This is an optimization exercise on Yosys and OpenROAD, whose aim is small area, a short achievable clock period and few clock cycles per item, not a production implementation. At most, simulation tests tie the RTL to the original design; equivalence was not proved. Function not checked in run 3: the RTL went through the layout flow alone. Power is estimated from default activity; no workload was simulated.

[flow/flow/run.sh]
#!/bin/bash
# The standard layout (standard.sh), with port buffers of buf_1 cells
# instead of the default delay-cell buffers (clkdlybuf4s50_1), which are
# larger and slower.  Every other step, and the SDC, are the standard flow's.
set -euo pipefail
export BUFFER_PORTS_ARGS="-buffer_cell sky130_fd_sc_hd__buf_1"
bash standard.sh > standard.log 2>&1
[flow/standard.sh]
#!/bin/bash
# synth_recipe.tcl (not shown) runs the flow's synth.tcl, then flattens the netlist and writes it again
# the make line also repeats each setting of config.mk as NAME=value (left out here)
make -C /OpenROAD-flow-scripts/flow DESIGN_CONFIG=/design/flow/config.mk WORK_HOME=/design/flow/orfs CLKGATE_MAP_FILE= SYNTH_SCRIPT=/design/flow/synth_recipe.tcl "${@:-finish}"
[flow/config.mk]
export PLATFORM = sky130hd
export DESIGN_NAME = sleipnir_fr
export DESIGN_NICKNAME = sleipnir_fr
export VERILOG_FILES = /design/flow/design.v
export SDC_FILE = /design/flow/constraint.sdc
export NUM_CORES = 4
export LEC_CHECK = 0
export CAP_MARGIN = 20
export CORE_MARGIN = 2
export CORE_UTILIZATION = 60
export CTS_BUF_LIST = sky130_fd_sc_hd__clkbuf_16
export CTS_CLUSTER_DIAMETER = 100
export CTS_CLUSTER_SIZE = 25
export PLACE_DENSITY = 0.75
export SETUP_SLACK_MARGIN = 1.5
export SLEW_MARGIN = 20
[flow/constraint.sdc]
create_clock -name core_clock -period 20.0 [get_ports {clk}]
set_input_delay 4.0000 -clock core_clock [delete_from_list [all_inputs] [get_ports {clk}]]
set_output_delay 4.0000 -clock core_clock [all_outputs]
set_load 0.01 [all_outputs]
[flow/design.v]
module sleipnir_fr (
    input  wire         clk,
    input  wire         rst,           
    input  wire         in_valid,
    input  wire [7:0]   in_data,
    output wire         in_ready,
    output reg          ev_valid,
    output reg  [2:0]   ev_code,
    output reg  [4:0]   ev_skip,
    output reg  [4:0]   ev_len,
    output wire [199:0] ev_payload
);
    reg [255:0] pbuf_n;
    wire [255:0] pbuf = ~pbuf_n;
    reg [24:0] mk_n;     
    reg [7:0] inq;       
    reg       inq_v;
    reg       rdy;       
    reg       hold;      
    reg [5:0] n;         
    reg [5:0] w;         
    reg [7:0] xr;        
    reg       last_a0;   
    reg       last_0d;   
    reg       pend;      
    reg       rpl;       
    reg [4:0] rp;        
    assign in_ready = rdy;
    integer k;
    wire accept = in_valid & ~hold;
    reg       p2z, p2a0;
    reg [4:0] p3v;
    reg       p3a0, p3a1;
    wire [7:0] rbyte = pbuf[{rp, 3'b000} +: 8];
    wire pre23 = p2a0 & p3a1;
    wire       full_dead = (n == 6'd32) && (w == 6'd32);
    wire       proc  = rpl | (inq_v & ~full_dead);
    wire       start = ~rpl & inq_v & full_dead;
    wire [7:0] c     = rpl ? rbyte : inq;
    wire s_empty = (w == 6'd0);
    wire evict   = (n == 6'd32);           
    wire [5:0] n_inc = evict ? n : n + 6'd1;
    wire is_a1 = (c == 8'hA1);
    wire is_0a = (c == 8'h0A);
    wire new_pre = s_empty & last_a0 & (n != 6'd0) & is_a1;
    wire [5:0] need = {1'b0, p3v} + 6'd6;
    wire trl = ~s_empty & last_0d & is_0a & p2z & (w >= need);
    wire [7:0] x  = xr ^ 8'h0D;
    wire [4:0] m  = w[4:0] - 5'd6;
    wire [7:0] p0 = pbuf[8*4 +: 8];
    reg  [2:0] code;
    always @* begin
        if (x != 8'd0)          code = 3'd0;
        else if (m == 5'd0)     code = 3'd1;
        else if (p0 == 8'h83)   code = 3'd2;
        else if (p0 == 8'h84)   code = 3'd3;
        else                    code = 3'd4;
    end
    reg [5:0] n_nx, w_nx;
    reg       rpl_nx, inq_v_nx;
    always @* begin
        n_nx = n;
        w_nx = w;
        rpl_nx = rpl;
        if (start) begin
            n_nx = 6'd3;         
            w_nx = pre23 ? 6'd2 : 6'd0;
            rpl_nx = 1'b1;
        end else if (proc) begin
            if (s_empty) begin
                n_nx = n_inc;
                if (new_pre) w_nx = 6'd2;
            end else if (trl) begin
                n_nx = 6'd0;
                w_nx = 6'd0;
            end else begin
                n_nx = n_inc;
                w_nx = w + 6'd1;
            end
            if (rpl && rp == 5'd31) rpl_nx = 1'b0;
        end
        inq_v_nx = (inq_v & ~(proc & ~rpl)) | accept;
    end
    always @(posedge clk) begin
        if (rst) begin
            inq_v    <= 1'b0;
            rdy      <= 1'b1;
            hold     <= 1'b0;
            n        <= 6'd0;
            w        <= 6'd0;
            last_a0  <= 1'b0;
            pend     <= 1'b0;
            rpl      <= 1'b0;
            ev_valid <= 1'b0;
        end else begin
            n     <= n_nx;
            w     <= w_nx;
            rpl   <= rpl_nx;
            inq_v <= inq_v_nx;
            rdy   <= ~(rpl_nx | (inq_v_nx & (n_nx == 6'd32) & (w_nx == 6'd32)));
            hold  <=   rpl_nx | (inq_v_nx & (n_nx == 6'd32) & (w_nx == 6'd32));
            ev_valid <= 1'b0;
            if (start) begin
                last_a0 <= p3a0;
                last_0d <= 1'b0;
                rp      <= 5'd4;
            end else if (proc) begin
                rp <= rp + 5'd1;
                if (pend) begin
                    ev_valid <= 1'b1;
                    pend     <= 1'b0;
                end
                if (s_empty) begin
                    last_a0 <= (c == 8'hA0);
                    xr      <= 8'd0;
                    last_0d <= 1'b0;
                end else if (trl) begin
                    last_a0 <= 1'b0;
                    if (n >= 6'd7) ev_valid <= 1'b1;
                    else           pend     <= 1'b1;
                end else begin
                    last_0d <= (c == 8'h0D);
                    xr      <= (w < 6'd4) ? 8'd0 : (xr ^ c);
                end
            end
        end
        if (~hold) inq <= in_data;
    end
    always @(posedge clk) begin
        ev_code <= pend ? {2'b00, x == 8'd0} : code;
        ev_skip <= pend ? 5'd0 : n_inc[4:0] - w[4:0] - 5'd1;
        ev_len  <= pend ? 5'd0 : m;
    end
    always @(posedge clk) begin
        for (k = 0; k < 25; k = k + 1)
            mk_n[k] <= ~(proc & ~start & ~s_empty & trl & (n >= 6'd7) & (k < m));
    end
    genvar j;
    generate
        for (j = 4; j < 32; j = j + 1) begin : g_buf
            always @(posedge clk)
                if (proc && w == j)
                    pbuf_n[8*j +: 8] <= ~c;
        end
    endgenerate
    always @(posedge clk) pbuf_n[31:0] <= 32'hFFFFFFFF;
    always @(posedge clk) begin
        if (proc && w == 6'd2) begin
            p2z  <= (c == 8'h00);
            p2a0 <= (c == 8'hA0);
        end
        if (proc && w == 6'd3) begin
            p3v  <= (c[7:5] == 3'd0) ? c[4:0] : 5'd31;
            p3a0 <= (c == 8'hA0);
            p3a1 <= (c == 8'hA1);
        end
    end
    generate
        for (j = 0; j < 25; j = j + 1) begin : g_pay
            assign ev_payload[8*j +: 8] = ~(pbuf_n[8*(j+4) +: 8] | {8{mk_n[j]}});
        end
    endgenerate
endmodule
==> summary.json, run 1 <==
{
  "outcome": {"value": "complete, no violations"},
  "drt_iter0_drc": {"value": 1497},
  "number_of_routed_nets_with_antenna_violations": {"value": 0},
  "grt_antenna_before_repair": {"value": 0},
  "detail_route.wirelength": {"value": 38500, "unit": "um"},
  "ys_top_cells_by_area": {"value": "sky130_fd_sc_hd__edfxtp_1 55%, sky130_fd_sc_hd__dfxtp_1 8.2%, sky130_fd_sc_hd__nor2_1 7.7%"},
  "combinationalPowerShare": {"value": 0.039},
  "setup-violations-final": {"value": 0},
  "worstRegToRegCells": {"value": 9},
  "final-seq-area": {"value": 0.00880, "unit": "mm^2"},
  "synth.lib_cells_used.distinct": {"value": 73},
  "critical_path_class": {"value": "reg2out"},
  "timing.critical_path.from_type": {"value": "flop"},
  "fillerInstances": {"value": 1679},
  "fraction_of_layout_instances_using_a_drive_strength_above_1": {"value": 0.0626},
  "clock_latency": {"value": 0.51, "unit": "ns"},
  "layout_min_cycle_time": {"value": 5.38, "unit": "ns"},
  "die_width": {"value": 156, "unit": "um"},
  "ir_worst_vdd": {"value": 0.0686, "unit": "mV"},
  "placement.io_buffers": {"value": 225},
  "critical_path.reg2reg.endpoint": {"value": "mk_n[4]"},
  "power-per-cell-area": {"value": 72.2, "unit": "mW/mm^2"},
  "hold_path.startpoint": {"value": "last_a0"},
  "cts_max_level": {"value": 1},
  "synthesis.area": {"value": 0.0139, "unit": "mm^2"},
  "floorplan.rows": {"value": 55},
  "grt_first_pass_wirelength": {"value": 56800, "unit": "um"},
  "postCtsHoldBufs": {"value": 0},
  "cts_resized": {"value": 0},
  "final_skew": {"value": 0.0237, "unit": "ns"},
  "pwr-share-seq": {"value": 0.639},
  "post_drt_via_cell_ratio": {"value": 6.26},
  "area_growth_syn_to_layout": {"value": 10.2, "unit": "%"},
  "initial_utilization": {"value": 0.611},
  "top_level_ports": {"value": 226},
  "final_cell_mix": {"value": "285 x sky130_fd_sc_hd__nor2_1, 255 x sky130_fd_sc_hd__edfxtp_1, 225 x sky130_fd_sc_hd__buf_1, 63 x sky130_fd_sc_hd__nand2_1, 57 x sky130_fd_sc_hd__dfxtp_1"},
  "grt_overflow": {"value": 0},
  "grt_pass1_vias": {"value": 9347},
  "timing.slew.headroom": {"value": 0.268},
  "groute.usage.overall": {"value": 0.315},
  "postSynth.topFlopCell": {"value": "sky130_fd_sc_hd__edfxtp_1"},
  "internal-power": {"value": 0.874, "unit": "mW"},
  "multiInputGateArea": {"value": 0.00464, "unit": "mm^2"},
  "power.static_leakage": {"value": 5.19, "unit": "nW"},
  "total_power": {"value": 1.10, "unit": "mW"},
  "worst_pin_slew": {"value": 1.10, "unit": "ns"},
  "fin_nets": {"value": 1321},
  "synth.yosys.warnings": {"value": 1},
  "finalHoldViolCount": {"value": 0},
  "syn_nets": {"value": 1133},
  "synth_top_area_share": {"value": 0.551},
  "synth_edf_count": {"value": 255},
  "drt-pass1-iter-count": {"value": 5},
  "num_vias": {"value": 9874},
  "share_clk_of_total_power": {"value": 0.322},
  "post_drt_wl_per_cell": {"value": 24.4, "unit": "um"},
  "number_of_maximum_capacitance_constraint_violations": {"value": 0},
  "drcViolationCount": {"value": 0},
  "async_flop_share": {"value": 0},
  "critical_path.max_fanout": {"value": 8},
  "cts-buffers-inserted": {"value": 16},
  "maximum_root_to_sink_buffer_count": {"value": 3},
  "cts_tree": {"value": "done"},
  "fin_crit_sh": {"value": 0.269},
  "synth-seq-cells": {"value": 312},
  "setup.worst_path.start": {"value": "mk_n[23]"},
  "timing.fmax": {"value": 0.186, "unit": "GHz"},
  "timing_max_transition_violations_final": {"value": 0},
  "die_span_in_y": {"value": 156, "unit": "um"},
  "netSwitchingFraction": {"value": 0.208},
  "cts-root-buf": {"value": "sky130_fd_sc_hd__clkbuf_16"},
  "antennaDiodeCount": {"value": 0},
  "worstPathRequired": {"value": 16.00, "unit": "ns"},
  "net-switching-power": {"value": 0.230, "unit": "mW"},
  "library_cell_with_the_largest_summed_area_after_synthesis": {"value": "sky130_fd_sc_hd__edfxtp_1"},
  "layout_commonest_cell": {"value": "sky130_fd_sc_hd__nor2_1"},
  "synth_sequential_area_ratio": {"value": 0.634},
  "reg2reg_setup_slack": {"value": 15.06, "unit": "ns"},
  "timing.rr.start": {"value": "rp[2]"},
  "crit_end": {"value": "ev_payload[191]"},
  "synthesis.instances": {"value": 1096},
  "place_hpwl": {"value": 26600, "unit": "um"},
  "clk_pin_slew": {"value": 0.10, "unit": "ns"},
  "core_area": {"value": 0.0227, "unit": "mm^2"},
  "rsz_0062_raised_after_global_routing": {"value": "no"},
  "kind_of_end_point_of_the_critical_path": {"value": "output port"},
  "dieArea": {"value": 0.0244, "unit": "mm^2"},
  "post-cts-setup-buffer-count": {"value": 0},
  "sinks_on_the_clock_net": {"value": 312},
  "hp-class": {"value": "reg2reg"},
  "gp_routability_congestion": {"value": 0.952},
  "largest_net_degree_at_the_start_of_global_routing": {"value": 68},
  "worstPathArrival": {"value": 1.38, "unit": "ns"},
  "setup_total_negative_slack": {"value": 0, "unit": "ns"},
  "synth.avg_cell_area": {"value": 12.7, "unit": "um^2"},
  "final.hold.worst_slack": {"value": 0.522, "unit": "ns"}
}
synth_stat cells (all sizes together) (10+ instances only):
cell type / count
nor2: 287
edfxtp: 255
nand2: 63
dfxtp: 57
mux4: 41
clkbuf: 40
mux2i: 34
o21ai: 30
a21oi: 25
buf: 25
ha: 25
inv: 25
xnor2: 16
nand3: 15
nor3: 15
nor2b: 12
and2: 10
xor2: 10
area by class of cell:
class / instances / area share
Inverter: 25 / 0.00613
Clock buffer: 17 / 0.0278
Tap cell: 285 / 0.0233
Timing Repair Buffer: 235 / 0.0614
Clock inverter: 10 / 0.00302
Sequential cell: 312 / 0.575
Multi-Input combinational cell: 694 / 0.303
logic make-up (layout without fill, tap and decap cells):
family                   Yosys count  after routing  share of synthesized area
buffers and inverters             90            287                     0.0324
adder cells (fa/ha/maj)           26             26                     0.0240
AND/OR/NAND/NOR                  449            449                      0.142
XOR/XNOR                          26             26                     0.0164
AO/OA/AOI/OAI                    116            116                     0.0567
flip-flops                       312            312                      0.634
multiplexers                      77             77                     0.0951
how the worst min path moves through the flow:
stage	to	slack, ns	cells past startpoint
6_report	last_a0	0.52	2
5_1_grt	last_a0	0.55	2
4_1_cts	last_a0	0.52	2
3_5_place_dp	last_a0	0.50	2
3_3_place_gp	last_a0	0.47	2
2_1_floorplan	ev_skip[0]	0.43	1
critical path, stage by stage (launching register included):
cell and delay [ns]:
sky130_fd_sc_hd__dfxtp_1 0.43, sky130_fd_sc_hd__nor2_1 0.24, sky130_fd_sc_hd__buf_1 0.20
power groups by stage:
stage	Sequential, mW	Clock (mW)	Combinational (mW)
2_1_floorplan	0.720	0	0.0272
3_3_place_gp	0.721	0	0.0404
3_5_place_dp	0.721	0	0.0413
4_1_cts	0.706	0.354	0.0415
5_1_grt	0.706	0.377	0.0460
6_report	0.706	0.356	0.0428
stage by stage:
stage	worst slack [ns]	cell area, um^2	cells	util
after global placement	14.49	14800	1550	0.652
after floorplan	14.77	13900	1096	-
after global routing	14.58	15300	1578	0.674
after detailed placement	14.44	14800	1550	0.652
final	14.62	15300	1578	0.674
after CTS	14.64	15300	1577	0.673
sequential cells by signal, indices dropped and copies added (netlist names), 3 cells and up:
register / count
pbuf_n: 224
p3v: 5
rp: 5
inq: 8
w: 6
ev_code: 3
mk_n: 25
n: 6
xr: 8
ev_len: 5
ev_skip: 5
routing by layer:
metal,global-route usage,wire (um),part of all wire
met1,0.456,15200,0.40
met2,0.485,17600,0.46
met3,0.0633,4400,0.11
met4,0.108,1290,0.033
met5,0,0,0
Testbench counts, summed over its fixed seeds: cycles 34,716, bytes 32,206.
==> inputs of run 2 (changes only) <==
--- a/flow/config.mk
+++ b/flow/config.mk
@@ -9,3 +9,3 @@
 export CORE_MARGIN = 2
-export CORE_UTILIZATION = 60
+export CORE_UTILIZATION = 45
 export CTS_BUF_LIST = sky130_fd_sc_hd__clkbuf_16
@@ -13,3 +13,3 @@
 export CTS_CLUSTER_SIZE = 25
-export PLACE_DENSITY = 0.75
+export PLACE_DENSITY = 0.6
 export SETUP_SLACK_MARGIN = 1.5
==> run 2 against run 1 <==
Via count is 1.4% lower. Register-to-register slack worse by 0.06 ns. Power is 0.59% higher. Largest cell class unchanged. Critical path depth stayed put. Global-route usage is 7.1 points lower. Synthesized cell count stayed put. Critical endpoint is now ev_payload[98]. Routed wire length is 4.4% higher. Non-clock buffer count is 5 higher. Combinational power is 2% higher. Core utilization is 17 points lower. Still clean on timing, DRC and antenna. Maximum frequency is 0.28% lower.
==> summary.json, run 2 <==
{
  "timing.fmax": {"value": 0.185, "unit": "GHz"},
  "pwr-share-seq": {"value": 0.635},
  "hp-class": {"value": "reg2reg"},
  "largest_register": {"value": "pbuf_n"},
  "ir_worst_vdd": {"value": 0.0549, "unit": "mV"},
  "area_growth_syn_to_layout": {"value": 11.5, "unit": "%"},
  "drcViolationCount": {"value": 0},
  "finish.instance_area": {"value": 0.0155, "unit": "mm^2"},
  "outcome": {"value": "complete, no violations"},
  "synth.lib_cells_used.distinct": {"value": 73},
  "rsz_0062_raised_after_global_routing": {"value": "no"},
  "synth_common_cells": {"value": "286 x sky130_fd_sc_hd__nor2_1, 255 x sky130_fd_sc_hd__edfxtp_1, 63 x sky130_fd_sc_hd__nand2_1"},
  "critical_path_class": {"value": "reg2out"},
  "worstPathArrival": {"value": 1.40, "unit": "ns"},
  "worstPathRequired": {"value": 16.00, "unit": "ns"},
  "initial_utilization": {"value": 0.455},
  "antennaDiodeCount": {"value": 0},
  "final_skew": {"value": 0.0245, "unit": "ns"},
  "layout_commonest_cell": {"value": "sky130_fd_sc_hd__nor2_1"},
  "library_cell_with_the_largest_summed_area_after_synthesis": {"value": "sky130_fd_sc_hd__edfxtp_1"},
  "synth.avg_cell_area": {"value": 12.7, "unit": "um^2"},
  "share_clk_of_total_power": {"value": 0.326},
  "cts_tree": {"value": "done"},
  "number_of_routed_nets_with_antenna_violations": {"value": 0},
  "clk_pin_slew": {"value": 0.10, "unit": "ns"},
  "grt_first_pass_wirelength": {"value": 59900, "unit": "um"},
  "fillerInstances": {"value": 2736},
  "synthesis.instances": {"value": 1096},
  "critical_path.max_fanout": {"value": 8},
  "power-per-cell-area": {"value": 71.7, "unit": "mW/mm^2"},
  "synth_sequential_area_ratio": {"value": 0.634},
  "detail_route.wirelength": {"value": 40200, "unit": "um"},
  "num_vias": {"value": 9737},
  "internal-power": {"value": 0.875, "unit": "mW"},
  "number_of_maximum_capacitance_constraint_violations": {"value": 0},
  "sinks_on_the_clock_net": {"value": 312},
  "clock_latency": {"value": 0.53, "unit": "ns"},
  "worst_pin_slew": {"value": 1.07, "unit": "ns"},
  "final_cell_mix": {"value": "285 x sky130_fd_sc_hd__nor2_1, 255 x sky130_fd_sc_hd__edfxtp_1, 225 x sky130_fd_sc_hd__buf_1, 63 x sky130_fd_sc_hd__nand2_1, 57 x sky130_fd_sc_hd__dfxtp_1"},
  "gp_routability_congestion": {"value": 0.858},
  "netSwitchingFraction": {"value": 0.212},
  "fin_crit_sh": {"value": 0.270},
  "floorplan.rows": {"value": 64},
  "post_drt_via_cell_ratio": {"value": 5.74},
  "cts_resized": {"value": 0},
  "largest_registers": {"value": "pbuf_n (224), mk_n (25)"},
  "fraction_of_layout_instances_using_a_drive_strength_above_1": {"value": 0.0639},
  "post_dp_cell_area": {"value": 0.0150, "unit": "mm^2"},
  "largest_reg_flops": {"value": 224},
  "layout_min_cycle_time": {"value": 5.40, "unit": "ns"},
  "post-cts-setup-buffer-count": {"value": 0},
  "synth.yosys.warnings": {"value": 1},
  "net-switching-power": {"value": 0.235, "unit": "mW"},
  "grt_pass1_vias": {"value": 9514},
  "postSynth.topFlopCell": {"value": "sky130_fd_sc_hd__edfxtp_1"},
  "fin_nets": {"value": 1326},
  "synth_top_area_share": {"value": 0.551},
  "top_level_ports": {"value": 226},
  "drt_iter0_drc": {"value": 1038},
  "cts-buffers-inserted": {"value": 16},
  "postCtsHoldBufs": {"value": 0},
  "finalHoldViolCount": {"value": 0},
  "placement.io_buffers": {"value": 225},
  "setup_total_negative_slack": {"value": 0, "unit": "ns"},
  "drt-pass1-iter-count": {"value": 5},
  "dieArea": {"value": 0.0323, "unit": "mm^2"},
  "synth-seq-cells": {"value": 312},
  "grt_overflow": {"value": 0},
  "largest_net_degree_at_the_start_of_global_routing": {"value": 45},
  "core_area": {"value": 0.0305, "unit": "mm^2"},
  "timing_max_transition_violations_final": {"value": 0},
  "timing.critical_path.from_type": {"value": "flop"},
  "place_hpwl": {"value": 28600, "unit": "um"},
  "async_flop_share": {"value": 0},
  "post_drt_wl_per_cell": {"value": 23.7, "unit": "um"},
  "syn_nets": {"value": 1133},
  "timing.slew.headroom": {"value": 0.286},
  "combinationalPowerShare": {"value": 0.039},
  "synth_edf_count": {"value": 255},
  "maximum_root_to_sink_buffer_count": {"value": 3},
  "grt_antenna_before_repair": {"value": 1},
  "cts-root-buf": {"value": "sky130_fd_sc_hd__clkbuf_16"},
  "power.static_leakage": {"value": 5.23, "unit": "nW"},
  "most_frequent_cell_after_synthesis": {"value": "sky130_fd_sc_hd__nor2_1"},
  "kind_of_end_point_of_the_critical_path": {"value": "output port"},
  "setup-violations-final": {"value": 0},
  "ys_top_cells_by_area": {"value": "sky130_fd_sc_hd__edfxtp_1 55%, sky130_fd_sc_hd__dfxtp_1 8.2%, sky130_fd_sc_hd__nor2_1 7.7%"},
  "synthesis.area": {"value": 0.0139, "unit": "mm^2"},
  "cts_max_level": {"value": 1},
  "die_width": {"value": 180, "unit": "um"},
  "groute.usage.overall": {"value": 0.244},
  "die_span_in_y": {"value": 180, "unit": "um"}
}
run 2: changes by cell type in the layout (fill, tap and decap cells not counted), sizes merged:
cell    change
buf         +5
inv         +2
clkinv      -1
run 2: logic make-up (layout without fill, tap and decap cells):
kind of cell	count (synthesis)	count (layout)	share of synthesized area
and+or+nand+nor	449	449	0.142
xor gates and xnor gates	26	26	0.0164
muxes	77	77	0.0951
adders and majority gates	26	26	0.0240
DFF	312	312	0.634
AOI/OAI and AO/OA	116	116	0.0567
buffers and inverters	90	293	0.0324
run 2: power groups by stage:
stage | clock, mW | combinational (mW) | sequential [mW]
3_3_place_gp | 0 | 0.0423 | 0.720
5_1_grt | 0.384 | 0.0465 | 0.706
6_report | 0.362 | 0.0435 | 0.705
2_1_floorplan | 0 | 0.0272 | 0.720
3_5_place_dp | 0 | 0.0427 | 0.720
4_1_cts | 0.367 | 0.0428 | 0.705
run 2: final cells by class:
type,count,area (um^2),share of cell area
clock inverters,11,53.8,0.00348
inverters,25,93.8,0.00606
flip-flops and latches,312,8800,0.568
repair buffers,240,975,0.0630
clock buffers,17,425,0.0275
well taps,396,495,0.0320
multi-input cells,694,4640,0.300
run 2: path summary, 6_finish.rpt:
path	startpoint	endpoint	slack [ns]	cells after the start
max	mk_n[12]	ev_payload[98]	14.60	2
min	last_a0	last_a0	0.51	2
max reg2reg	rp[0]	mk_n[14]	15.00	11
min reg2reg	last_a0	last_a0	0.51	2
run 2: metrics by stage:
stage	utilization	hold WS (ns)	power, mW	setup slack [ns]	instances
2_1_floorplan	-	0.431	0.748	14.77	1096
3_3_place_gp	0.491	0.486	0.763	14.51	1665
3_5_place_dp	0.491	0.493	0.763	14.52	1665
4_1_cts	0.506	0.517	1.12	14.58	1693
5_1_grt	0.507	0.549	1.14	14.54	1695
6_report	0.507	0.509	1.11	14.60	1695
run 2: routing by layer:
metal,global-route usage,vias to the layer above,part of all wire
li1,-,4341,-
met1,0.346,4797,0.43
met2,0.383,536,0.45
met5,0,-,0.00032
met4,0.0709,2,0.029
met3,0.0476,61,0.086
run 2: worst max-delay path: stages, from the launching register on:
cell and delay [ns]:
sky130_fd_sc_hd__dfxtp_1 0.57, sky130_fd_sc_hd__nor2_1 0.14, sky130_fd_sc_hd__buf_1 0.16
==> inputs of run 3 (changes only) <==
--- a/flow/design.v
+++ b/flow/design.v
@@ -29,2 +29,3 @@
     integer k;
+    reg [4:0] rp_nx;
     wire accept = in_valid & ~hold;
@@ -33,6 +34,13 @@
     reg       p3a0, p3a1;
-    wire [7:0] rbyte = pbuf[{rp, 3'b000} +: 8];
+    reg  [7:0] rbyte;
+    always @* begin
+        rbyte = {8{rp == 5'd29}} & pbuf[8*29 +: 8] |
+                {8{rp == 5'd30}} & pbuf[8*30 +: 8] |
+                {8{rp == 5'd31}} & pbuf[8*31 +: 8];
+        for (k = 0; k < 25; k = k + 1)
+            rbyte = rbyte | ev_payload[8*k +: 8];
+    end
     wire pre23 = p2a0 & p3a1;
     wire       full_dead = (n == 6'd32) && (w == 6'd32);
-    wire       proc  = rpl | (inq_v & ~full_dead);
+    wire       proc  = rpl ? ~ev_valid : (inq_v & ~full_dead);
     wire       start = ~rpl & inq_v & full_dead;
@@ -82,2 +90,3 @@
         inq_v_nx = (inq_v & ~(proc & ~rpl)) | accept;
+        rp_nx = start ? 5'd4 : (proc & rpl) ? rp + 5'd1 : rp;
     end
@@ -98,2 +107,3 @@
             rpl   <= rpl_nx;
+            rp    <= rp_nx;
             inq_v <= inq_v_nx;
@@ -105,5 +115,3 @@
                 last_0d <= 1'b0;
-                rp      <= 5'd4;
             end else if (proc) begin
-                rp <= rp + 5'd1;
                 if (pend) begin
@@ -133,5 +141,6 @@
     end
+    wire ev_now = proc & ~start & ((~s_empty & trl & (n >= 6'd7)) | pend);
     always @(posedge clk) begin
         for (k = 0; k < 25; k = k + 1)
-            mk_n[k] <= ~(proc & ~start & ~s_empty & trl & (n >= 6'd7) & (k < m));
+            mk_n[k] <= ~(ev_now ? (~pend & (k < m)) : (rpl_nx & (rp_nx == k + 4)));
     end
==> run 3 against run 2 <==
Maximum frequency decreased by 4.6%. Clock skew up 0.00083 ns. Critical path type unchanged. Clock power hardly changed. Routed wire length down 1.8%. Synthesized cell count stayed put. Cell area is 4.2% lower. Final cell count shrank 0.12%. Sequential power is essentially flat. Worst setup slack got worse by 0.26 ns.
==> summary.json, run 3 <==
{
  "critical_path_class": {"value": "reg2out"},
  "critPathSlowestCell": {"value": "sky130_fd_sc_hd__nor2_1"},
  "area_growth_syn_to_layout": {"value": 12.0, "unit": "%"},
  "postCtsHoldBufs": {"value": 0},
  "grt_pass1_vias": {"value": 8905},
  "synth_top_area_share": {"value": 0.578},
  "cts-buffers-inserted": {"value": 16},
  "syn_nets": {"value": 1135},
  "outcome": {"value": "complete, no violations"},
  "cts_tree": {"value": "done"},
  "postSynth.topFlopCell": {"value": "sky130_fd_sc_hd__edfxtp_1"},
  "dieArea": {"value": 0.0308, "unit": "mm^2"},
  "power-per-cell-area": {"value": 74.1, "unit": "mW/mm^2"},
  "cts-root-buf": {"value": "sky130_fd_sc_hd__clkbuf_16"},
  "pre_cts_slack": {"value": 14.53, "unit": "ns"},
  "fin_nets": {"value": 1336},
  "placement.io_buffers": {"value": 225},
  "largest_net_degree_at_the_start_of_global_routing": {"value": 52},
  "clock_latency": {"value": 0.52, "unit": "ns"},
  "library_cell_with_the_largest_summed_area_after_synthesis": {"value": "sky130_fd_sc_hd__edfxtp_1"},
  "timing.fmax": {"value": 0.177, "unit": "GHz"},
  "routed.top_layer": {"value": "met4"},
  "power.static_leakage": {"value": 4.95, "unit": "nW"},
  "clk_pin_slew": {"value": 0.09, "unit": "ns"},
  "timing.critical_path.from_type": {"value": "flop"},
  "sinks_on_the_clock_net": {"value": 312},
  "worstPathArrival": {"value": 1.66, "unit": "ns"},
  "groute.usage.overall": {"value": 0.250},
  "grt_overflow": {"value": 0},
  "final_skew": {"value": 0.0253, "unit": "ns"},
  "top_level_ports": {"value": 226},
  "largest_register": {"value": "pbuf_n"},
  "fillerInstances": {"value": 2653},
  "setup_total_negative_slack": {"value": 0, "unit": "ns"},
  "hp-class": {"value": "reg2reg"},
  "worst_pin_slew": {"value": 1.03, "unit": "ns"},
  "final.setup.worst_slack": {"value": 14.34, "unit": "ns"},
  "layout_commonest_cell": {"value": "sky130_fd_sc_hd__nor2_1"},
  "worstPathBufferInverterCount": {"value": 1},
  "kind_of_end_point_of_the_critical_path": {"value": "output port"},
  "post_drt_via_cell_ratio": {"value": 5.60},
  "fraction_of_layout_instances_using_a_drive_strength_above_1": {"value": 0.0505},
  "die_span_in_y": {"value": 176, "unit": "um"},
  "crit_chain": {"value": "nor2_1 > buf_1"},
  "post_layout_nonfiller_instances": {"value": 1693},
  "detailroute.wirelength.met2": {"value": 18700, "unit": "um"},
  "num_vias": {"value": 9481},
  "final_cell_mix": {"value": "266 x sky130_fd_sc_hd__nor2_1, 255 x sky130_fd_sc_hd__edfxtp_1, 225 x sky130_fd_sc_hd__buf_1, 57 x sky130_fd_sc_hd__dfxtp_1, 45 x sky130_fd_sc_hd__a21oi_1"},
  "ys_top_cells_by_area": {"value": "sky130_fd_sc_hd__edfxtp_1 58%, sky130_fd_sc_hd__dfxtp_1 8.6%, sky130_fd_sc_hd__nor2_1 7.5%"},
  "synth_common_cells": {"value": "266 x sky130_fd_sc_hd__nor2_1, 255 x sky130_fd_sc_hd__edfxtp_1, 57 x sky130_fd_sc_hd__dfxtp_1"},
  "met3_length": {"value": 2960, "unit": "um"},
  "core_area": {"value": 0.0289, "unit": "mm^2"},
  "layout_min_cycle_time": {"value": 5.66, "unit": "ns"},
  "place.detailed.instances": {"value": 1663},
  "largest_registers": {"value": "pbuf_n (224), mk_n (25)"},
  "worstPathRequired": {"value": 16.00, "unit": "ns"},
  "floorplan.rows": {"value": 62},
  "post-cts-setup-buffer-count": {"value": 0},
  "detail_route.wirelength": {"value": 39500, "unit": "um"},
  "cts_resized": {"value": 0},
  "initial_utilization": {"value": 0.459},
  "synth_edf_count": {"value": 255},
  "ir_worst_vdd": {"value": 0.0430, "unit": "mV"},
  "total_power": {"value": 1.10, "unit": "mW"},
  "timing_max_transition_violations_final": {"value": 0},
  "post_drt_wl_per_cell": {"value": 23.3, "unit": "um"},
  "place_hpwl": {"value": 28700, "unit": "um"},
  "synth_sequential_area_ratio": {"value": 0.664},
  "die_width": {"value": 176, "unit": "um"},
  "finalHoldViolCount": {"value": 0},
  "critical-path-max-stage-delay": {"value": 0.48, "unit": "ns"},
  "synth.lib_cells_used.distinct": {"value": 63},
  "drt-pass1-iter-count": {"value": 5},
  "drt_iter0_drc": {"value": 822},
  "timing.slew.headroom": {"value": 0.310},
  "most_frequent_cell_after_synthesis": {"value": "sky130_fd_sc_hd__nor2_1"},
  "largest_reg_flops": {"value": 224},
  "grt_first_pass_wirelength": {"value": 56900, "unit": "um"},
  "async_flop_share": {"value": 0},
  "synthesis.instances": {"value": 1096},
  "synthesis.area": {"value": 0.0132, "unit": "mm^2"},
  "final.hold.worst_slack": {"value": 0.514, "unit": "ns"},
  "synth.avg_cell_area": {"value": 12.1, "unit": "um^2"},
  "grt_antenna_before_repair": {"value": 2},
  "path_delay_family": {"value": "simple AND/OR/NAND/NOR gates"},
  "number_of_maximum_capacitance_constraint_violations": {"value": 0},
  "critical_path.max_fanout": {"value": 8},
  "fin_crit_sh": {"value": 0.283},
  "number_of_routed_nets_with_antenna_violations": {"value": 0},
  "gp_routability_congestion": {"value": 0.930},
  "synth.yosys.warnings": {"value": 1},
  "drcViolationCount": {"value": 0},
  "cts_max_level": {"value": 1},
  "setup-violations-final": {"value": 0},
  "rsz_0062_raised_after_global_routing": {"value": "no"},
  "met1Wirelength": {"value": 17100, "unit": "um"},
  "synth-seq-cells": {"value": 312},
  "maximum_root_to_sink_buffer_count": {"value": 3}
}
## run 3: changes by cell type in the layout (fill, tap and decap cells not counted), sizes merged, moves of 7 or more
cell	previous run	this run
xor2	10	18
nor4	4	45
nor2b	12	36
and3	6	18
nor4b	5	12
a31oi	2	9
nor3	15	37
mux2i	34	1
nor2	287	269
a21oi	25	46
nand4	6	22
mux4	41	0
nand2	63	42
xnor2	16	9
## run 3: layer usage
| metal | vias to the layer above | track usage |
|---|---|---|
| li1 | 4356 | - |
| met1 | 4646 | 0.354 |
| met2 | 437 | 0.411 |
| met3 | 42 | 0.0368 |
| met4 | 0 | 0.0582 |
| met5 | - | 0 |
## run 3: worst paths after layout
kind         slack (ns)  cells after the start             end  startpoint
max               14.34                      2  ev_payload[56]     mk_n[7]
min                0.51                      2         last_a0     last_a0
max reg2reg       15.42                     15         mk_n[0]       rp[0]
min reg2reg        0.51                      2         last_a0     last_a0
## run 3: logic make-up after synthesis
kind of cell,count (synthesis),share of synthesized area
muxes,1,0.000756
and+or+nand+nor,527,0.198
xor gates and xnor gates,27,0.0179
buffers and inverters,80,0.0317
AOI/OAI and AO/OA,121,0.0600
adders and majority gates,28,0.0270
DFF,312,0.664
## run 3: layout make-up
type	count	area (um^2)	area share
Clock inverter	11	50.0	0.00337
Tap cell	384	480	0.0324
Clock buffer	17	425	0.0287
Timing Repair Buffer	240	957	0.0645
Sequential cell	312	8800	0.593
Inverter	23	86.3	0.00582
Antenna cell	2	5.00	0.000337
Multi-Input combinational cell	704	4030	0.272
## run 3: report_power, final
group	total (mW)	switching (mW)	internal, mW
sequential	0.706	0.00199	0.704
clock	0.359	0.202	0.157
combinational	0.0344	0.0245	0.00995
total	1.10	0.229	0.871
## run 3: worst min-delay path, stage by stage (launching register included)
cell,delay [ns]
sky130_fd_sc_hd__dfxtp_1,0.31
sky130_fd_sc_hd__inv_1,0.08
sky130_fd_sc_hd__a211oi_1,0.08
## run 3: metrics by stage
step                instance area, um^2   util
finish                            14800  0.514
global route                      14800  0.514
floorplan                         13200      -
detailed placement                14300  0.497
CTS                               14800  0.514
global placement                  14300  0.497
==> inputs of run 4 (changes only) <==
--- a/flow/design.v
+++ b/flow/design.v
@@ -43,3 +43,3 @@
     wire pre23 = p2a0 & p3a1;
-    wire       full_dead = (n == 6'd32) && (w == 6'd32);
+    wire       full_dead = w[5];           
     wire       proc  = rpl ? ~ev_valid : (inq_v & ~full_dead);
@@ -53,6 +53,6 @@
     wire new_pre = s_empty & last_a0 & (n != 6'd0) & is_a1;
-    wire [5:0] need = {1'b0, p3v} + 6'd6;
-    wire trl = ~s_empty & last_0d & is_0a & p2z & (w >= need);
+    wire [4:0] m  = w[4:0] - 5'd6;
+    wire w_ge6 = w[5] | w[4] | w[3] | (w[2] & w[1]);
+    wire trl = w_ge6 & last_0d & is_0a & p2z & (m >= p3v);
     wire [7:0] x  = xr ^ 8'h0D;
-    wire [4:0] m  = w[4:0] - 5'd6;
     wire [7:0] p0 = pbuf[8*4 +: 8];
@@ -109,4 +109,4 @@
             inq_v <= inq_v_nx;
-            rdy   <= ~(rpl_nx | (inq_v_nx & (n_nx == 6'd32) & (w_nx == 6'd32)));
-            hold  <=   rpl_nx | (inq_v_nx & (n_nx == 6'd32) & (w_nx == 6'd32));
+            rdy   <= ~(rpl_nx | (inq_v_nx & w_nx[5]));
+            hold  <=   rpl_nx | (inq_v_nx & w_nx[5]);
             ev_valid <= 1'b0;
@@ -138,3 +138,3 @@
         ev_code <= pend ? {2'b00, x == 8'd0} : code;
-        ev_skip <= pend ? 5'd0 : n_inc[4:0] - w[4:0] - 5'd1;
+        ev_skip <= pend ? 5'd0 : evict ? ~w[4:0] : n[4:0] - w[4:0];
         ev_len  <= pend ? 5'd0 : m;
==> run 4 against run 3 <==
Core utilization rose by 0.24 points. Critical path depth is the same. Register-to-register slack got worse by 0.19 ns. Highest routed layer unchanged. Still clean on timing, DRC and antenna. Die area decreased by 0.84%. Global-route usage rose by 0.65 points.
==> summary.json, run 4 <==
{
  "syn_nets": {"value": 1099},
  "fin_nets": {"value": 1309},
  "num_vias": {"value": 9334},
  "internal-power": {"value": 0.869, "unit": "mW"},
  "synthesis.instances": {"value": 1062},
  "largest_net_degree_at_the_start_of_global_routing": {"value": 36},
  "layout_commonest_cell": {"value": "sky130_fd_sc_hd__nor2_1"},
  "maximum_root_to_sink_buffer_count": {"value": 3},
  "most_frequent_cell_after_synthesis": {"value": "sky130_fd_sc_hd__nor2_1"},
  "drt_iter0_drc": {"value": 921},
  "power.static_leakage": {"value": 4.88, "unit": "nW"},
  "dieArea": {"value": 0.0306, "unit": "mm^2"},
  "synthesis.area": {"value": 0.0131, "unit": "mm^2"},
  "critical_path_class": {"value": "reg2out"},
  "cts-root-buf": {"value": "sky130_fd_sc_hd__clkbuf_16"},
  "finish.instance_area": {"value": 0.0148, "unit": "mm^2"},
  "cts-buffers-inserted": {"value": 16},
  "timing.slew.headroom": {"value": 0.323},
  "final_cell_mix": {"value": "269 x sky130_fd_sc_hd__nor2_1, 255 x sky130_fd_sc_hd__edfxtp_1, 225 x sky130_fd_sc_hd__buf_1, 60 x sky130_fd_sc_hd__nand2_1, 57 x sky130_fd_sc_hd__dfxtp_1"},
  "timing_max_transition_violations_final": {"value": 0},
  "postCtsHoldBufs": {"value": 0},
  "net-switching-power": {"value": 0.227, "unit": "mW"},
  "combinationalPowerShare": {"value": 0.031},
  "fraction_of_layout_instances_using_a_drive_strength_above_1": {"value": 0.0539},
  "top_level_ports": {"value": 226},
  "postSynth.topFlopCell": {"value": "sky130_fd_sc_hd__edfxtp_1"},
  "cts_max_level": {"value": 1},
  "synth_sequential_area_ratio": {"value": 0.670},
  "grt_pass1_vias": {"value": 8837},
  "final_skew": {"value": 0.0180, "unit": "ns"},
  "synth_edf_count": {"value": 255},
  "gp_routability_congestion": {"value": 0.947},
  "setup_total_negative_slack": {"value": 0, "unit": "ns"},
  "largest_registers": {"value": "pbuf_n (224), mk_n (25)"},
  "place_hpwl": {"value": 29100, "unit": "um"},
  "post_dp_cell_area": {"value": 0.0144, "unit": "mm^2"},
  "cts_tree": {"value": "done"},
  "synth_common_cells": {"value": "269 x sky130_fd_sc_hd__nor2_1, 255 x sky130_fd_sc_hd__edfxtp_1, 60 x sky130_fd_sc_hd__nand2_1"},
  "post_drt_wl_per_cell": {"value": 24.0, "unit": "um"},
  "area_growth_syn_to_layout": {"value": 12.9, "unit": "%"},
  "kind_of_end_point_of_the_critical_path": {"value": "output port"},
  "synth-seq-cells": {"value": 312},
  "die_width": {"value": 175, "unit": "um"},
  "drt-pass1-iter-count": {"value": 5},
  "hp-class": {"value": "reg2reg"},
  "synth.lib_cells_used.distinct": {"value": 67},
  "grt_overflow": {"value": 0},
  "worstPathArrival": {"value": 1.57, "unit": "ns"},
  "sinks_on_the_clock_net": {"value": 312},
  "fin_crit_sh": {"value": 0.279},
  "drcViolationCount": {"value": 0},
  "pwr-share-seq": {"value": 0.644},
  "placement.io_buffers": {"value": 225},
  "groute.usage.overall": {"value": 0.257},
  "setup-violations-final": {"value": 0},
  "clock_latency": {"value": 0.51, "unit": "ns"},
  "timing.critical_path.from_type": {"value": "flop"},
  "synth_top_area_share": {"value": 0.583},
  "synth.avg_cell_area": {"value": 12.4, "unit": "um^2"},
  "post_drt_via_cell_ratio": {"value": 5.61},
  "number_of_maximum_capacitance_constraint_violations": {"value": 0},
  "worst_pin_slew": {"value": 1.01, "unit": "ns"},
  "post-cts-setup-buffer-count": {"value": 0},
  "initial_utilization": {"value": 0.457},
  "finalHoldViolCount": {"value": 0},
  "timing.fmax": {"value": 0.179, "unit": "GHz"},
  "ir_worst_vdd": {"value": 0.0398, "unit": "mV"},
  "antennaDiodeCount": {"value": 0},
  "outcome": {"value": "complete, no violations"},
  "largest_register": {"value": "pbuf_n"},
  "die_span_in_y": {"value": 175, "unit": "um"},
  "largest_reg_flops": {"value": 224},
  "ys_top_cells_by_area": {"value": "sky130_fd_sc_hd__edfxtp_1 58%, sky130_fd_sc_hd__dfxtp_1 8.7%, sky130_fd_sc_hd__nor2_1 7.7%"},
  "rsz_0062_raised_after_global_routing": {"value": "no"},
  "synth.yosys.warnings": {"value": 1},
  "netSwitchingFraction": {"value": 0.207},
  "critical_path.max_fanout": {"value": 8},
  "worstPathRequired": {"value": 16.00, "unit": "ns"},
  "layout_min_cycle_time": {"value": 5.57, "unit": "ns"},
  "clk_pin_slew": {"value": 0.10, "unit": "ns"},
  "grt_first_pass_wirelength": {"value": 58000, "unit": "um"},
  "grt_antenna_before_repair": {"value": 0},
  "power-per-cell-area": {"value": 74.0, "unit": "mW/mm^2"},
  "number_of_routed_nets_with_antenna_violations": {"value": 0},
  "core_area": {"value": 0.0287, "unit": "mm^2"},
  "async_flop_share": {"value": 0},
  "library_cell_with_the_largest_summed_area_after_synthesis": {"value": "sky130_fd_sc_hd__edfxtp_1"},
  "detail_route.wirelength": {"value": 40000, "unit": "um"},
  "cts_resized": {"value": 0},
  "share_clk_of_total_power": {"value": 0.325},
  "floorplan.rows": {"value": 62}
}
## run 4: cell types whose count changed after synthesis, sizes merged, moves of 9 or more
cell | before | now
nor2b | 36 | 19
and2 | 5 | 16
mux2 | 0 | 11
o21ai | 26 | 14
nand2 | 42 | 60
nor3 | 37 | 15
buf | 44 | 33
a21oi | 46 | 26
mux2i | 1 | 14
and3 | 18 | 9
## run 4: worst paths after layout
| check | from | endpoint | slack [ns] | cells after the start |
|---|---|---|---|---|
| worst min-delay path | last_a0 | last_a0 | 0.48 | 2 |
| worst min register to register | last_a0 | last_a0 | 0.48 | 2 |
| worst max-delay path | mk_n[15] | ev_payload[120] | 14.43 | 2 |
| worst max register to register | rp[0] | mk_n[16] | 15.23 | 12 |
## run 4: worst max-delay path, cell delays in order, from the launching register on
cell,delay [ns]
sky130_fd_sc_hd__dfxtp_1,0.45
sky130_fd_sc_hd__nor2_1,0.41
sky130_fd_sc_hd__buf_1,0.20
## run 4: cell families (layout without fill, tap and decap cells)
logic type | count (synthesis) | count (layout) | synth area share
buffers and inverters | 77 | 296 | 0.0281
DFF | 312 | 312 | 0.670
muxes | 25 | 25 | 0.0201
and+or+nand+nor | 499 | 499 | 0.180
xor gates and xnor gates | 18 | 18 | 0.0120
adders and majority gates | 26 | 26 | 0.0254
AOI/OAI and AO/OA | 105 | 105 | 0.0640
## run 4: layout make-up
| class | count | area [um^2] |
|---|---|---|
| clock buffers | 17 | 425 |
| clock inverters | 10 | 47.5 |
| fillers | 2601 | 13900 |
| inverters | 29 | 109 |
| multi-input cells | 673 | 4010 |
| flip-flops and latches | 312 | 8800 |
| well taps | 384 | 480 |
| repair buffers | 240 | 957 |
## run 4: routing by layer
metal | vias up | track usage | routed length (um)
li1 | 4271 | - | -
met2 | 410 | 0.426 | 19200
met1 | 4593 | 0.356 | 17100
met4 | 0 | 0.0764 | 1150
met5 | - | 0 | 0
met3 | 60 | 0.0320 | 2580
## run 4: power groups by stage
stage | clock [mW] | sequential, mW | combinational (mW)
CTS | 0.361 | 0.706 | 0.0338
finish | 0.357 | 0.706 | 0.0339
global placement | 0 | 0.721 | 0.0333
floorplan | 0 | 0.721 | 0.0182
detailed placement | 0 | 0.721 | 0.0337
global route | 0.381 | 0.707 | 0.0365
## run 4: per-stage QoR
stage	hold slack, ns	total power, mW	util	instances	setup WS, ns
final	0.482	1.10	0.516	1665	14.43
after global routing	0.505	1.12	0.516	1665	14.41
after CTS	0.481	1.10	0.516	1665	14.42
after detailed placement	0.466	0.755	0.500	1638	14.53
after global placement	0.452	0.754	0.500	1638	14.56
after floorplan	0.435	0.739	-	1062	15.15
Testbench counts of run 4, summed over its fixed seeds: cycles 34,799, bytes 32,206.
==> inputs of run 5 (changes only) <==
--- a/flow/config.mk
+++ b/flow/config.mk
@@ -9,3 +9,3 @@
 export CORE_MARGIN = 2
-export CORE_UTILIZATION = 45
+export CORE_UTILIZATION = 60
 export CTS_BUF_LIST = sky130_fd_sc_hd__clkbuf_16
@@ -13,3 +13,3 @@
 export CTS_CLUSTER_SIZE = 25
-export PLACE_DENSITY = 0.6
+export PLACE_DENSITY = 0.75
 export SETUP_SLACK_MARGIN = 1.5
==> run 5 against run 4 <==
Critical path type unchanged. Clock power is 2% lower. Area after synthesis did not move. Final cell count shrank 6.3%. Highest routed layer unchanged. Global-route usage increased by 5.7 points. Still clean on timing, DRC and antenna.
==> summary.json, run 5 <==
{
  "outcome": {"value": "complete, no violations"},
  "drt-pass1-iter-count": {"value": 5},
  "grt_pass1_vias": {"value": 8931},
  "post_drt_wl_per_cell": {"value": 23.6, "unit": "um"},
  "groute.usage.overall": {"value": 0.313},
  "number_of_maximum_capacitance_constraint_violations": {"value": 0},
  "sinks_on_the_clock_net": {"value": 312},
  "synth_edf_count": {"value": 255},
  "synthesis.instances": {"value": 1062},
  "rsz_0062_raised_after_global_routing": {"value": "no"},
  "setup_total_negative_slack": {"value": 0, "unit": "ns"},
  "grt_first_pass_wirelength": {"value": 55200, "unit": "um"},
  "cts-root-buf": {"value": "sky130_fd_sc_hd__clkbuf_16"},
  "largest_reg_flops": {"value": 224},
  "largest_registers": {"value": "pbuf_n (224), mk_n (25)"},
  "synth.yosys.warnings": {"value": 1},
  "synth.lib_cells_used.distinct": {"value": 67},
  "synth_sequential_area_ratio": {"value": 0.670},
  "dieArea": {"value": 0.0231, "unit": "mm^2"},
  "postCtsHoldBufs": {"value": 0},
  "worstPathRequired": {"value": 16.00, "unit": "ns"},
  "layout_commonest_cell": {"value": "sky130_fd_sc_hd__nor2_1"},
  "final_skew": {"value": 0.0169, "unit": "ns"},
  "async_flop_share": {"value": 0},
  "setup-violations-final": {"value": 0},
  "area_growth_syn_to_layout": {"value": 11.9, "unit": "%"},
  "die_width": {"value": 152, "unit": "um"},
  "crit_chain": {"value": "nor2_1 > buf_1"},
  "hp-class": {"value": "reg2reg"},
  "critPathSlowestCell": {"value": "sky130_fd_sc_hd__dfxtp_1"},
  "cts_tree": {"value": "done"},
  "drcViolationCount": {"value": 0},
  "critical_path.max_fanout": {"value": 8},
  "top_level_ports": {"value": 226},
  "timing.fmax": {"value": 0.180, "unit": "GHz"},
  "fillerInstances": {"value": 1627},
  "number_of_routed_nets_with_antenna_violations": {"value": 0},
  "maximum_root_to_sink_buffer_count": {"value": 3},
  "die_span_in_y": {"value": 152, "unit": "um"},
  "num_vias": {"value": 9563},
  "timing.slew.headroom": {"value": 0.351},
  "ir_worst_vdd": {"value": 0.0876, "unit": "mV"},
  "initial_utilization": {"value": 0.607},
  "critical-path-max-stage-delay": {"value": 0.45, "unit": "ns"},
  "clk_pin_slew": {"value": 0.10, "unit": "ns"},
  "placement.io_buffers": {"value": 225},
  "timing.critical_path.from_type": {"value": "flop"},
  "fraction_of_layout_instances_using_a_drive_strength_above_1": {"value": 0.0523},
  "floorplan.rows": {"value": 54},
  "grt_antenna_before_repair": {"value": 0},
  "timing_max_transition_violations_final": {"value": 0},
  "synth_top_area_share": {"value": 0.583},
  "cts_resized": {"value": 0},
  "ys_top_cells_by_area": {"value": "sky130_fd_sc_hd__edfxtp_1 58%, sky130_fd_sc_hd__dfxtp_1 8.7%, sky130_fd_sc_hd__nor2_1 7.7%"},
  "synth-seq-cells": {"value": 312},
  "post_layout_nonfiller_instances": {"value": 1560},
  "worst_pin_slew": {"value": 0.971, "unit": "ns"},
  "worstPathArrival": {"value": 1.55, "unit": "ns"},
  "post-cts-setup-buffer-count": {"value": 0},
  "detail_route.wirelength": {"value": 36800, "unit": "um"},
  "cts-buffers-inserted": {"value": 16},
  "largest_register": {"value": "pbuf_n"},
  "synth.avg_cell_area": {"value": 12.4, "unit": "um^2"},
  "library_cell_with_the_largest_summed_area_after_synthesis": {"value": "sky130_fd_sc_hd__edfxtp_1"},
  "path_delay_family": {"value": "flip-flops"},
  "most_frequent_cell_after_synthesis": {"value": "sky130_fd_sc_hd__nor2_1"},
  "grt_overflow": {"value": 0},
  "power.static_leakage": {"value": 4.88, "unit": "nW"},
  "core_area": {"value": 0.0216, "unit": "mm^2"},
  "synth_common_cells": {"value": "269 x sky130_fd_sc_hd__nor2_1, 255 x sky130_fd_sc_hd__edfxtp_1, 60 x sky130_fd_sc_hd__nand2_1"},
  "layout_min_cycle_time": {"value": 5.55, "unit": "ns"},
  "kind_of_end_point_of_the_critical_path": {"value": "output port"},
  "place_hpwl": {"value": 26600, "unit": "um"},
  "postSynth.topFlopCell": {"value": "sky130_fd_sc_hd__edfxtp_1"},
  "cts_max_level": {"value": 1},
  "final.setup.worst_slack": {"value": 14.45, "unit": "ns"},
  "post_drt_via_cell_ratio": {"value": 6.13},
  "worstPathBufferInverterCount": {"value": 1},
  "finalHoldViolCount": {"value": 0},
  "gp_routability_congestion": {"value": 0.971},
  "synthesis.area": {"value": 0.0131, "unit": "mm^2"},
  "power-per-cell-area": {"value": 74.1, "unit": "mW/mm^2"},
  "final_cell_mix": {"value": "269 x sky130_fd_sc_hd__nor2_1, 255 x sky130_fd_sc_hd__edfxtp_1, 225 x sky130_fd_sc_hd__buf_1, 60 x sky130_fd_sc_hd__nand2_1, 57 x sky130_fd_sc_hd__dfxtp_1"},
  "antennaDiodeCount": {"value": 0},
  "fin_nets": {"value": 1307},
  "syn_nets": {"value": 1099},
  "fin_crit_sh": {"value": 0.278},
  "largest_net_degree_at_the_start_of_global_routing": {"value": 36},
  "place.detailed.instances": {"value": 1532},
  "pre_cts_slack": {"value": 14.56, "unit": "ns"},
  "drt_iter0_drc": {"value": 1098},
  "final.hold.worst_slack": {"value": 0.532, "unit": "ns"},
  "clock_latency": {"value": 0.50, "unit": "ns"},
  "layout.core_utilization": {"value": 0.679},
  "critical_path_class": {"value": "reg2out"}
}
run 5: cell counts after synthesis:
Identical to the previous run, type by type.
run 5: path summary, 6_finish.rpt:
kind | start | to | slack [ns] | cells after the start
worst min-delay path | last_a0 | last_a0 | 0.53 | 2
worst max-delay path | mk_n[11] | ev_payload[91] | 14.45 | 2
worst min register to register | last_a0 | last_a0 | 0.53 | 2
worst max register to register | rp[0] | mk_n[16] | 15.31 | 12
run 5: logic make-up after synthesis:
family                     synth area share
adders and majority gates            0.0254
buffers and inverters                0.0281
xor gates and xnor gates             0.0120
muxes                                0.0201
and+or+nand+nor                       0.180
AOI/OAI and AO/OA                    0.0640
DFF                                   0.670
run 5: metrics by stage:
step / instance area, um^2 / power [mW]
3_3_place_gp: 14200 / 0.752
6_report: 14700 / 1.09
4_1_cts: 14700 / 1.09
3_5_place_dp: 14200 / 0.753
2_1_floorplan: 13100 / 0.739
5_1_grt: 14700 / 1.12
run 5: where the power goes:
part           total, mW  internal, mW  switching (mW)
Clock              0.351         0.157           0.194
Sequential         0.706         0.704         0.00242
Combinational     0.0323       0.00878          0.0235
Total               1.09         0.869           0.220
run 5: routing by layer:
layer / vias to the layer above / wire [um] / global-route usage
li1: 4272 / - / -
met4: 0 / 1010 / 0.0895
met5: - / 0 / 0
met1: 4646 / 14600 / 0.444
met3: 68 / 3570 / 0.0396
met2: 577 / 17700 / 0.517
run 5: area by class of cell:
cell class	instances	area [um^2]	area share
Inverter	29	109	0.00741
Timing Repair Buffer	238	942	0.0641
Multi-Input combinational cell	673	4010	0.273
Clock inverter	11	53.8	0.00366
Sequential cell	312	8800	0.599
Clock buffer	17	425	0.0290
Tap cell	280	350	0.0239
run 5: worst min-delay path: cells and delay by family (launching register included):
family	cells	cell delay [ns]
DFF	1	0.31
buffers and inverters	1	0.10
AOI/OAI and AO/OA	1	0.09
==> inputs of run 6 (changes only) <==
--- a/flow/config.mk
+++ b/flow/config.mk
@@ -9,3 +9,3 @@
 export CORE_MARGIN = 2
-export CORE_UTILIZATION = 60
+export CORE_UTILIZATION = 70
 export CTS_BUF_LIST = sky130_fd_sc_hd__clkbuf_16
@@ -13,3 +13,3 @@
 export CTS_CLUSTER_SIZE = 25
-export PLACE_DENSITY = 0.75
+export PLACE_DENSITY = 0.85
 export SETUP_SLACK_MARGIN = 1.5
==> run 6 against run 5 <==
Still clean. Worst setup slack improved by 0.055 ns. Die area shrank 14%. Via count rose by 3.6%. First-iteration DRC count rose by 24%. Critical endpoint is now ev_payload[94]. Highest routed layer unchanged.
==> summary.json, run 6 <==
{
  "kind_of_end_point_of_the_critical_path": {"value": "output port"},
  "sinks_on_the_clock_net": {"value": 312},
  "synth_common_cells": {"value": "269 x sky130_fd_sc_hd__nor2_1, 255 x sky130_fd_sc_hd__edfxtp_1, 60 x sky130_fd_sc_hd__nand2_1"},
  "die_span_in_y": {"value": 141, "unit": "um"},
  "number_of_routed_nets_with_antenna_violations": {"value": 0},
  "synth.lib_cells_used.distinct": {"value": 67},
  "detail_route.wirelength": {"value": 38100, "unit": "um"},
  "fin_nets": {"value": 1308},
  "syn_nets": {"value": 1099},
  "finalHoldViolCount": {"value": 0},
  "core_area": {"value": 0.0186, "unit": "mm^2"},
  "largest_register": {"value": "pbuf_n"},
  "dieArea": {"value": 0.0199, "unit": "mm^2"},
  "timing.rr.start": {"value": "rp[0]"},
  "die_width": {"value": 141, "unit": "um"},
  "hp-class": {"value": "reg2reg"},
  "synth_edf_count": {"value": 255},
  "timing.slew.headroom": {"value": 0.371},
  "cts_max_level": {"value": 1},
  "fraction_of_layout_instances_using_a_drive_strength_above_1": {"value": 0.0531},
  "min_delay_path_depth": {"value": 2},
  "cts_tree": {"value": "done"},
  "worstRegToRegCells": {"value": 12},
  "synthMuxAreaShare": {"value": 0.0201},
  "reg2reg_setup_slack": {"value": 15.24, "unit": "ns"},
  "grt_antenna_before_repair": {"value": 0},
  "gp_routability_congestion": {"value": 0.977},
  "top_level_ports": {"value": 226},
  "outcome": {"value": "complete, no violations"},
  "library_cell_with_the_largest_summed_area_after_synthesis": {"value": "sky130_fd_sc_hd__edfxtp_1"},
  "synth_simple_gate_area_share": {"value": 0.180},
  "post_drt_wl_per_cell": {"value": 25.1, "unit": "um"},
  "power-per-cell-area": {"value": 74.7, "unit": "mW/mm^2"},
  "hold_path.startpoint": {"value": "last_a0"},
  "drt-pass1-iter-count": {"value": 5},
  "maximum_root_to_sink_buffer_count": {"value": 3},
  "timing.critical_path.from_type": {"value": "flop"},
  "grt_first_pass_wirelength": {"value": 56100, "unit": "um"},
  "final_cell_mix": {"value": "269 x sky130_fd_sc_hd__nor2_1, 255 x sky130_fd_sc_hd__edfxtp_1, 225 x sky130_fd_sc_hd__buf_1, 60 x sky130_fd_sc_hd__nand2_1, 57 x sky130_fd_sc_hd__dfxtp_1"},
  "area_growth_syn_to_layout": {"value": 11.5, "unit": "%"},
  "floorplan.rows": {"value": 50},
  "cts-buffers-inserted": {"value": 16},
  "critical_path_class": {"value": "reg2out"},
  "grt_pass1_vias": {"value": 9248},
  "drcViolationCount": {"value": 0},
  "power.static_leakage": {"value": 4.89, "unit": "nW"},
  "postSynth.topFlopCell": {"value": "sky130_fd_sc_hd__edfxtp_1"},
  "synth_top_area_share": {"value": 0.583},
  "largest_net_degree_at_the_start_of_global_routing": {"value": 36},
  "cts-root-buf": {"value": "sky130_fd_sc_hd__clkbuf_16"},
  "layout_min_cycle_time": {"value": 5.50, "unit": "ns"},
  "synth_sequential_area_ratio": {"value": 0.670},
  "timing_max_transition_violations_final": {"value": 0},
  "worstPathRequired": {"value": 16.00, "unit": "ns"},
  "final-seq-area": {"value": 0.00880, "unit": "mm^2"},
  "synth.yosys.warnings": {"value": 1},
  "worstPathArrival": {"value": 1.50, "unit": "ns"},
  "placement.io_buffers": {"value": 225},
  "num_vias": {"value": 9910},
  "rsz_0062_raised_after_global_routing": {"value": "no"},
  "cts_resized": {"value": 0},
  "drt_iter0_drc": {"value": 1366},
  "fillerInstances": {"value": 1107},
  "async_flop_share": {"value": 0},
  "clk_pin_slew": {"value": 0.10, "unit": "ns"},
  "combinational_family_with_the_most_area_after_synthesis": {"value": "simple AND/OR/NAND/NOR gates"},
  "groute.usage.overall": {"value": 0.381},
  "number_of_maximum_capacitance_constraint_violations": {"value": 0},
  "setup-violations-final": {"value": 0},
  "place.detailed.instances": {"value": 1487},
  "synth_adder_area_share": {"value": 0.0254},
  "fin_crit_sh": {"value": 0.275},
  "layout_commonest_cell": {"value": "sky130_fd_sc_hd__nor2_1"},
  "post_layout_nonfiller_instances": {"value": 1515},
  "ys_top_cells_by_area": {"value": "sky130_fd_sc_hd__edfxtp_1 58%, sky130_fd_sc_hd__dfxtp_1 8.7%, sky130_fd_sc_hd__nor2_1 7.7%"},
  "synth.avg_cell_area": {"value": 12.4, "unit": "um^2"},
  "initial_utilization": {"value": 0.707},
  "whs_endpoint": {"value": "last_a0"},
  "synthesized_area_fraction_occupied_by_ao_oa_aoi_and_oai_cells": {"value": 0.0640},
  "ir_worst_vdd": {"value": 0.0936, "unit": "mV"},
  "final_skew": {"value": 0.0259, "unit": "ns"},
  "synthesis.instances": {"value": 1062},
  "most_frequent_cell_after_synthesis": {"value": "sky130_fd_sc_hd__nor2_1"},
  "setup_total_negative_slack": {"value": 0, "unit": "ns"},
  "postCtsHoldBufs": {"value": 0},
  "post-cts-setup-buffer-count": {"value": 0},
  "worst_pin_slew": {"value": 0.939, "unit": "ns"},
  "clock_latency": {"value": 0.51, "unit": "ns"},
  "critical_path.reg2reg.endpoint": {"value": "mk_n[16]"},
  "critical_path.max_fanout": {"value": 8},
  "synth-seq-cells": {"value": 312},
  "synthesis.area": {"value": 0.0131, "unit": "mm^2"},
  "largest_registers": {"value": "pbuf_n (224), mk_n (25)"},
  "post_drt_via_cell_ratio": {"value": 6.54},
  "multiInputGateArea": {"value": 0.00401, "unit": "mm^2"},
  "place_hpwl": {"value": 27000, "unit": "um"},
  "grt_overflow": {"value": 0},
  "timing.fmax": {"value": 0.182, "unit": "GHz"},
  "largest_reg_flops": {"value": 224},
  "synth-xor-area-share": {"value": 0.0120},
  "antennaDiodeCount": {"value": 0}
}
## run 6: cell counts after synthesis
No cell type changed its count.
## run 6: metal layers
layer | vias to the layer above | part of all wire | global-route usage
li1 | 4262 | - | -
met1 | 4757 | 0.37 | 0.518
met2 | 771 | 0.47 | 0.626
met3 | 120 | 0.12 | 0.0632
met4 | 0 | 0.045 | 0.149
met5 | - | 0 | 0
## run 6: cell families after synthesis
family                     Yosys count
and+or+nand+nor                    499
DFF                                312
AOI/OAI and AO/OA                  105
buffers and inverters               77
adders and majority gates           26
muxes                               25
xor gates and xnor gates            18
## run 6: layout make-up
| cell class | instances | area share |
|---|---|---|
| tap | 234 | 0.0200 |
| clock inverter | 11 | 0.00368 |
| multi-input combinational | 673 | 0.274 |
| inverter | 29 | 0.00744 |
| timing repair buffer | 239 | 0.0649 |
| clock buffer | 17 | 0.0291 |
| sequential | 312 | 0.601 |
## run 6: worst max path at each step
stage | start | to | slack [ns] | cells past startpoint
CTS | mk_n[3] | ev_payload[24] | 14.48 | 2
finish | mk_n[11] | ev_payload[94] | 14.50 | 2
detailed placement | rst | w[0] | 14.57 | 5
global route | mk_n[8] | ev_payload[71] | 14.48 | 2
global placement | rst | w[0] | 14.62 | 5
floorplan | rst | xr[0] | 15.15 | 2
## run 6: per-stage QoR
step	util	cell area, um^2	setup WS (ns)	power, mW	hold WS (ns)
after floorplan	-	13100	15.15	0.739	0.435
after global placement	0.761	14100	14.62	0.751	0.491
after detailed placement	0.761	14100	14.57	0.752	0.493
after CTS	0.787	14600	14.48	1.09	0.506
after global routing	0.788	14600	14.48	1.12	0.515
final	0.788	14600	14.50	1.09	0.516
## run 6: worst max-delay path: stages (launching register included)
cell                      delay (ns)
sky130_fd_sc_hd__dfxtp_1        0.44
sky130_fd_sc_hd__nor2_1         0.34
sky130_fd_sc_hd__buf_1          0.21
## run 6: power by group
group | switching [mW] | internal, mW
logic | 0.0236 | 0.00879
registers | 0.00268 | 0.704
clock network | 0.197 | 0.157
total | 0.224 | 0.869

[re-timing with driven ports]
The flow's constraints put no driver on any port. The routed layouts listed below were extracted and timed again, unchanged, in two steps.
Step 1: set_driving_cell puts a clkbuf_16 on clk and a buf_2 on each other input, an assumption about the parent block.
Step 2 also shifts input and output timing later by t, the mid clock arrival at the registers, as if the neighbouring blocks saw the same clock.
a / b / c = ideal ports / drivers / drivers and shift; a / b = the first two.
run | t, ns | slack for setup (ns) | hold WS [ns] | latest minus earliest clock arrival (ns) | worst slew at a driven data input, ns
run 1 | 0.547 | 14.618 / 14.570 / 14.684 | 0.522 / 0.522 / 0.522 | 0.024 / 0.024 | 0.06
run 2 | 0.562 | 14.603 / 14.553 / 14.746 | 0.509 / 0.509 / 0.509 | 0.025 / 0.025 | 0.08
run 3 | 0.555 | 14.345 / 14.292 / 14.488 | 0.514 / 0.514 / 0.514 | 0.025 / 0.025 | 0.09
run 4 | 0.550 | 14.428 / 14.376 / 14.483 | 0.482 / 0.482 / 0.482 | 0.019 / 0.020 | 0.03
run 5 | 0.540 | 14.447 / 14.403 / 14.573 | 0.532 / 0.532 / 0.532 | 0.017 / 0.017 | 0.03
run 6 | 0.545 | 14.503 / 14.454 / 14.549 | 0.516 / 0.516 / 0.516 | 0.026 / 0.026 | 0.03
After both steps every run listed still meets setup and hold.
